Background: an optimization exercise with open tools, aiming at small area. Do not read the settings as production practice.
The RTL of this run was laid out without a check of its function.
The clock cells of this run come from the design's own scripts or RTL, not from TritonCTS.
The clock port is modelled as an ideal driver, which makes a skipped or thinned clock tree look cheaper than it is; a real chip needs a root buffer or a tree.
Power is estimated from default activity; no workload was simulated.

===== design/flow/design.v =====
module sphc (
    input  wire        clk,
    input  wire        rst,
    input  wire        tick,
    input  wire [1:0]  mode,
    input  wire [19:0] speed,
    input  wire        dir,
    input  wire        stop,
    output wire [7:0]  out,
    output wire [2:0]  pos,
    output wire [19:0] now,
    output wire        halted,
    output wire [1:0]  cause
);
    reg [19:0] tick_cnt;
    reg [19:0] rem;
    reg [3:0]  seq;
    reg [2:0]  pos_r;
    reg        run;        
    reg [1:0]  st;         
    reg [3:0]  prv;        
    wire halt = ~run & |st;
    wire init = ~run & ~|st;
    localparam [3:0] FETCH = 4'd2, ADV = 4'd15, WENT = 4'd0, SPIN = 4'd1;
    wire spin = (seq == SPIN);
    wire went = (seq == WENT);
    wire adv  = (seq == ADV);
    wire half = st[1];
    wire [19:0] m = spin ? rem : speed;
    wire        z = ~|m;
    wire [20:0] ct, cz;
    assign ct[0] = tick;
    assign cz[0] = tick;
    genvar i;
    generate
        for (i = 0; i < 20; i = i + 1) begin : g_cnt
            assign ct[i+1] = ct[i] & tick_cnt[i];
            assign cz[i+1] = cz[i] & ~m[i];
            always @(posedge clk) begin
                tick_cnt[i] <= ~rst & (tick_cnt[i] ^ ct[i]);
                rem[i]      <= m[i] ^ cz[i];
            end
        end
    endgenerate
    wire h2 = half ? pos_r[2] : pos_r[1];
    wire h1 = half ? pos_r[1] : pos_r[0];
    wire h0 = half & pos_r[0];
    wire ap = (h2 & h1) | (~h2 & ~h1 & ~h0);      
    wire an = (~h2 & h1) | (h2 & ~h1 & ~h0);      
    wire bp = (~h2 & ~h1) | (~h2 & h1 & ~h0);     
    wire bn = (h2 & ~h1) | (h2 & h1 & ~h0);       
    wire [3:0] cur  = {bn, bp, an, ap};
    wire [7:0] row  = {bn, bp, bp, bn, an, ap, ap, an};
    wire [7:0] prow = {prv[3], prv[2], prv[2], prv[3], prv[1], prv[0], prv[0], prv[1]};
    genvar k;
    generate
        for (k = 0; k < 4; k = k + 1) begin : g_out
            wire cur_k = (seq >= 3 * k + 6);
            wire prv_k = (seq <= 3 * k + 3);
            assign out[2*k +: 2] = ({2{cur_k}} & row[2*k +: 2]) | ({2{prv_k}} & prow[2*k +: 2]);
        end
    endgenerate
    wire [2:0] pos_step = dir ? pos_r - 3'd1 : pos_r + 3'd1;
    wire       mode_ok  = mode[1] ^ mode[0];
    always @(posedge clk) begin
        if (rst) begin
            seq     <= FETCH;
            pos_r   <= 3'd0;
            run     <= 1'b0;
            st      <= 2'b00;
            prv     <= 4'd0;
        end else begin
            if (init) begin
                if (!mode_ok)
                    st <= 2'b01;
                else if (z)
                    st <= 2'b10;
                else begin
                    run <= 1'b1;
                    st  <= {mode[1], 1'b0};
                end
            end
            if (run && (!spin || z))
                seq <= seq + 4'd1;
            if (adv) begin
                pos_r <= {half & pos_step[2], pos_step[1:0]};
                prv   <= cur;
            end
            if (run && went && z) begin
                run <= 1'b0;
                st  <= 2'b10;
            end
            if (run && spin && stop) begin
                run <= 1'b0;
                st  <= 2'b11;
            end
            if ((went && z) || (spin && stop))
                prv <= 4'd0;
        end
    end
    assign pos    = pos_r;
    assign now    = tick_cnt;
    assign halted = halt;
    assign cause  = run ? 2'b00 : st;
endmodule

===== design/flow/flow/run.sh =====
#!/bin/bash
# Own layout flow: the standard flow (standard.sh) with three changes:
#  - synthesis maps the logic with an area-oriented ABC script (flow/area.abc,
#    via flow/my_synth.tcl) and without the half/full adder cells;
#  - the port buffers are the smallest buffer, sky130_fd_sc_hd__buf_1;
#  - the clock tree is one level of clock buffers driven by the clock port
#    (flow/kbuf.tcl replaces clock_tree_synthesis).
# Each tool's output is in orfs/logs/; this script's in flow_run.log.
set -euo pipefail
here=$(pwd)
exec > >(tee -a "$here/flow_run.log") 2>&1
export AREA_ABC_SCRIPT="$here/flow/area.abc"
export BUFFER_PORTS_ARGS="-buffer_cell sky130_fd_sc_hd__buf_1"
export PRE_CTS_TCL="$here/flow/kbuf.tcl"
export KBUF_COUNT=4 KBUF_CELL=sky130_fd_sc_hd__clkbuf_8 KBUF_CLOCK_PORT=clk
sed -e "s#SYNTH_SCRIPT=[^ ]*#SYNTH_SCRIPT=$here/flow/my_synth.tcl ADDER_MAP_FILE=#" standard.sh > own.sh
grep -q "my_synth.tcl ADDER_MAP_FILE=" own.sh
bash own.sh > standard.log 2>&1
test -f out/final.def

===== design/flow/flow/area.abc =====
strash
dch -f
amap -m
topo

===== design/flow/flow/kbuf.tcl =====
proc clock_tree_synthesis {args} {
  set cell $::env(KBUF_CELL)
  set k $::env(KBUF_COUNT)
  set db [ord::get_db]
  set block [ord::get_db_block]
  set clknet [[$block findBTerm $::env(KBUF_CLOCK_PORT)] getNet]
  set master [$db findMaster $cell]
  set sinks {}
  foreach it [$clknet getITerms] {
    set loc [[$it getInst] getLocation]
    lappend sinks [list $it [lindex $loc 0] [lindex $loc 1]]
  }
  set n [llength $sinks]
  # initial centres: sinks spread along x
  set sorted [lsort -integer -index 1 $sinks]
  set cx {}; set cy {}
  for {set j 0} {$j < $k} {incr j} {
    set s [lindex $sorted [expr {int(($j + 0.5) * $n / $k)}]]
    lappend cx [lindex $s 1]; lappend cy [lindex $s 2]
  }
  for {set iter 0} {$iter < 20} {incr iter} {
    set assign {}
    foreach s $sinks {
      set best 0; set bd -1
      for {set j 0} {$j < $k} {incr j} {
        set d [expr {abs([lindex $s 1] - [lindex $cx $j]) + abs([lindex $s 2] - [lindex $cy $j])}]
        if { $bd < 0 || $d < $bd } { set bd $d; set best $j }
      }
      lappend assign $best
    }
    for {set j 0} {$j < $k} {incr j} { set sx($j) 0; set sy($j) 0; set cnt($j) 0 }
    foreach s $sinks a $assign {
      incr sx($a) [lindex $s 1]; incr sy($a) [lindex $s 2]; incr cnt($a)
    }
    set cx {}; set cy {}
    for {set j 0} {$j < $k} {incr j} {
      if { $cnt($j) == 0 } { set cnt($j) 1 }
      lappend cx [expr {$sx($j) / $cnt($j)}]; lappend cy [expr {$sy($j) / $cnt($j)}]
    }
  }
  for {set j 0} {$j < $k} {incr j} {
    set buf($j) [odb::dbInst_create $block $master clkbuf_leaf_$j]
    set net($j) [odb::dbNet_create $block clknet_leaf_$j]
    $net($j) setSigType CLOCK
    [$buf($j) findITerm X] connect $net($j)
    $buf($j) setLocation [lindex $cx $j] [lindex $cy $j]
    $buf($j) setPlacementStatus PLACED
  }
  foreach s $sinks a $assign {
    set it [lindex $s 0]
    $it disconnect
    $it connect $net($a)
  }
  for {set j 0} {$j < $k} {incr j} { [$buf($j) findITerm A] connect $clknet }
  $clknet setSigType CLOCK
  puts "clock tree: $k x $cell, clusters of [lmap j [lsort -integer [array names cnt]] {set cnt($j)}] clock pins"
  set_propagated_clock [all_clocks]
}

===== design/flow/flow/my_synth.tcl =====
# The standard synthesis script (synth_recipe.tcl), with one change: ABC maps
# the logic with the area-oriented script in area.abc instead of ORFS's
# delay-oriented one. Registers are mapped before ABC, so they are the same.
proc synth {args} { yosys synth -nofsm -noshare {*}$args }
proc abc {args} {
  set i [lsearch -exact $args -script]
  if { $i >= 0 } { set args [lreplace $args $i [expr {$i + 1}] -script $::env(AREA_ABC_SCRIPT)] }
  yosys abc {*}$args
}
source $::env(SCRIPTS_DIR)/synth.tcl
# left out here: clear keep_hierarchy, flatten, clean up, hide names made inside functions, write 1_2_yosys.v

===== design/flow/standard.sh =====
#!/bin/bash
# synth_recipe.tcl (not shown) runs the flow's synth.tcl, then flattens the netlist and writes it again
# the make line also repeats each setting of config.mk as NAME=value (left out here)
make -C /OpenROAD-flow-scripts/flow DESIGN_CONFIG=/design/flow/config.mk WORK_HOME=/design/flow/orfs CLKGATE_MAP_FILE= SYNTH_SCRIPT=/design/flow/synth_recipe.tcl "${@:-finish}"

===== design/flow/config.mk =====
export PLATFORM = sky130hd
export DESIGN_NAME = sphc
export DESIGN_NICKNAME = sphc
export VERILOG_FILES = /design/flow/design.v
export SDC_FILE = /design/flow/constraint.sdc
export NUM_CORES = 4
export LEC_CHECK = 0
export CAP_MARGIN = 20
export CORE_MARGIN = 2
export CORE_UTILIZATION = 40
export SLEW_MARGIN = 20

===== design/flow/constraint.sdc =====
create_clock -name core_clock -period 10.0 [get_ports {clk}]
set_input_delay 2.0000 -clock core_clock [delete_from_list [all_inputs] [get_ports {clk}]]
set_output_delay 2.0000 -clock core_clock [all_outputs]
set_load 0.01 [all_outputs]

==> metrics.csv <==
stage,metric,value,unit
place,place_worst_setup_slack,5210,ps
detailed_routing,first_pass_iters,4,
critical_path,crit_cells,11,
logic_synthesis,yosys.area.top_type,dfxtp_1,
logic_synthesis,synth_top_area_share,47.1,%
power_and_ir_drop,power_frac_clock,24.8,%
finish,syn2layout_area_growth,17.0,%
logic_synthesis,synthCells,295,
timing,fin_skew,16.8,ps
global_route,globalRouteOverflowTotal,0,
floorplanning,rows,27,
timing,drv_slew,0,
timing,finalSetupViolations,0,
detailed_routing,ant_nets,0,
floorplanning,core,0.00554,mm2
logic_synthesis,seq_area_frac_synth,47.1,%
place,placedCellCount,429,
hold_path,worstHoldPathType,reg -> reg,
power_and_ir_drop,ir_drop,91.5,uV
floorplanning,fp.dieArea,0.00636,mm2
timing,fin_ws,5370,ps
logic_synthesis,yosysWarnings,1,
floorplanning,die_x,79.8,um
logic_synthesis,synth_common_cells,"54 x dfxtp_1, 54 x nor2_1, 36 x clkinv_1, 34 x o22ai_1, 23 x nor3_1",
critical_path,cp_cell_sequence,buf_1 > o22ai_1 > nand4_1 > or4b_1 > nor4_1 > o21ai_0 > nor2_1 > nand2_1 > nor2_1 > nor2_1 > a211oi_1,
clocking,cts_hold_buf,0,
timing,tightestPinTransition,713,ps
critical_path,cp-end-kind,flop,
logic_synthesis,synth-edff-count,0,
timing,finalHoldViolCount,0,
global_route,global_route.usage.met1,21.3,%
global_route,grt_pass1_vias,1933,
global_route,grt_pass1_wl,8390,um
floorplanning,io_pins,61,
power_and_ir_drop,combinationalPowerShare,11.3,%
global_route,grt_max_degree,31,
power_and_ir_drop,power_frac_seq,63.8,%
timing,period_needed,4630,ps
clocking,path_clk_slew,90,ps
finish,regArea,0.00108,mm2
logic_synthesis,ys_types,25,
critical_path,critPathTopFamily,simple AND/OR/NAND/NOR gates,
power_and_ir_drop,switching_power,82.9,uW
logic_synthesis,syn-num-nets,322,
timing,tns,0,ps
floorplanning,start_util,41.4,%
run_status,status,finished clean,
detailed_routing,wl_per_cell,11.4,um
critical_path,cpMostUsedCell,nor2_1,
finish,drive_above_1_share,1.94,%
global_route,grt_usage,15.5,%
global_route,grtUsageMet2,27.0,%
detailed_routing,viasPerCell,5.20,
critical_path,crit_path_top_delay_cell,nor4_1,
critical_path,crit_type,in -> reg,
logic_synthesis,synthFlopType,dfxtp_1,
power_and_ir_drop,p_int,277,uW
critical_path,critPathMaxFanout,4,
detailed_routing,drtIter0Drc,84,
job,drv_cap,0,
critical_path,start_kind,input pin,
power_and_ir_drop,switching_share,23.0,%
detailed_routing,vias,2251,
finish,antenna_cells,0,
floorplanning,die_h,79.8,um
critical_path,crit_buf_inv,1,
detailed_routing,drc,0,
clocking,cts_resized,0,
timing,max-slew-margin-rel,52.0,%
finish,nNetsFinal,390,
timing,finalCritPeriodShare,46.3,%
power_and_ir_drop,powerDensity,134,mW/mm2
clocking,clkLatencyLatePin,150,ps
power_and_ir_drop,p_leak,0.973,nW
logic_synthesis,yosys_register_bits,54,
global_route,antenna_found_initial,0,
logic_synthesis,syn_area,0.00230,mm2
finish,fillers,572,
clocking,post_cts_buffers,0,
logic_synthesis,synth.area.top_cells,"dfxtp_1 47%, o22ai_1 9.3%, nor2_1 8.8%",
hold_path,hold_path_depth,1,
global_route,use_met3,2.15,%
critical_path,crit_arrival,4690,ps
global_route,grt.busiest_layer,met2,
place,portBuffers,60,
place,gp_congestion,0.782,
place,hpwl,3730,um
logic_synthesis,syn_area_per_cell,7.78,um2
timing,fmax,0.216,GHz
timing,rsz0062_at_grt,false,
critical_path,cp_slowest_stage_delay,620,ps
finish,final_cells,433,
critical_path,reg2reg_depth,15,
critical_path,cp_data_required_time,10060,ps
logic_synthesis,synthArstFlopShare,0,%
finish,multiInputGateArea,0.00108,mm2
detailed_routing,wirelength,4950,um
[power groups by stage]
| stage | sequential (mW) | combinational [mW] | clock (mW) |
|---|---|---|---|
| after floorplan | 0.233 | 0.0274 | 0 |
| after global placement | 0.235 | 0.0402 | 0 |
| after global routing | 0.231 | 0.0464 | 0.102 |
| after CTS | 0.230 | 0.0407 | 0.0949 |
| final | 0.230 | 0.0408 | 0.0894 |
| after detailed placement | 0.235 | 0.0406 | 0 |
[cell type report]
cell class / instances / share of cell area [%]
plain buffers: 4 / 2.05
inverters: 36 / 5.03
multi-input cells: 205 / 40.4
flip-flops and latches: 54 / 40.2
well taps: 72 / 3.35
repair buffers: 62 / 8.94
[final timing paths]
| kind | from | to | slack [ps] |
|---|---|---|---|
| worst max-delay path | speed[1] | seq[3] | 5370 |
| worst min-delay path | tick_cnt[19] | tick_cnt[19] | 470 |
| worst max register to register | seq[3] | seq[3] | 5610 |
| worst min register to register | tick_cnt[19] | tick_cnt[19] | 470 |
[cell usage in the layout, fill, tap and decap left out, types with 2 or more instances in the layout]
| cell | synthesis | final |
|---|---|---|
| o22a_1 | 2 | 2 |
| buf_4 | 0 | 2 |
| o21ai_0 | 21 | 21 |
| a21oi_1 | 8 | 8 |
| nor2_1 | 54 | 54 |
| clkbuf_8 | 0 | 4 |
| dfxtp_1 | 54 | 54 |
| clkinv_1 | 36 | 36 |
| and3_1 | 17 | 17 |
| o22ai_1 | 34 | 34 |
| nand2_1 | 15 | 15 |
| nand3_1 | 2 | 2 |
| nor3_1 | 23 | 22 |
| a21o_1 | 4 | 4 |
| buf_1 | 0 | 60 |
| a221oi_1 | 3 | 3 |
| a211oi_1 | 4 | 4 |
| nand4_1 | 8 | 8 |
[cells by family (layout without fill, tap and decap cells)]
kind of cell	count (synthesis)	count (layout)	share of synthesized area, %
AND/OR/NAND/NOR	123	123	24.8
AO/OA/AOI/OAI	81	81	21.9
flip-flops	54	54	47.1
buffers and inverters	36	102	5.89
XOR/XNOR	1	1	0.382
[registers in the layout (all words and copies together) (netlist names)]
name / flops
rem: 20
tick_cnt: 20
prv: 4
seq: 4
pos_r: 3
st: 2
run: 1
[metrics by stage]
stage,power [mW],area [um2],utilization [%],hold WS (ps)
2_1_floorplan,0.261,2300,-,455
3_3_place_gp,0.275,2630,47.5,458
3_5_place_dp,0.275,2630,47.5,457
4_1_cts,0.365,2690,48.5,470
5_1_grt,0.380,2690,48.5,480
6_report,0.360,2690,48.5,466
[layer usage]
metal	wire length, um	vias to the layer above
li1	-	1199
met1	2440	999
met2	2180	48
met3	277	5
met4	54	0
met5	0	-

-- port drivers added, routing unchanged --
The results above use ideal ports. As a check the final layout listed here was re-extracted and re-timed, cells and wires unchanged. Step 1 assumes that a clkbuf_16 drives the clock port and a buf_2 every other input. Step 2 also shifts input and output timing later by t, the mid clock arrival at the registers, as if the neighbouring blocks saw the same clock. Three values: ideal ports, drivers, drivers and shift; two values: the first two.
t, ns: 0.197
setup slack, ns: 5.374 / 5.408 / 5.211
worst hold slack (ns): 0.466 / 0.466 / 0.466
slew at the worst register clock pin (ns): 0.09 / 0.09
cell pins on the clock port's net: 4
After both steps setup and hold are still met in this run. For this run, drivers alone change the setup slack by +0.034 ns; drivers and shift together by -0.163 ns.
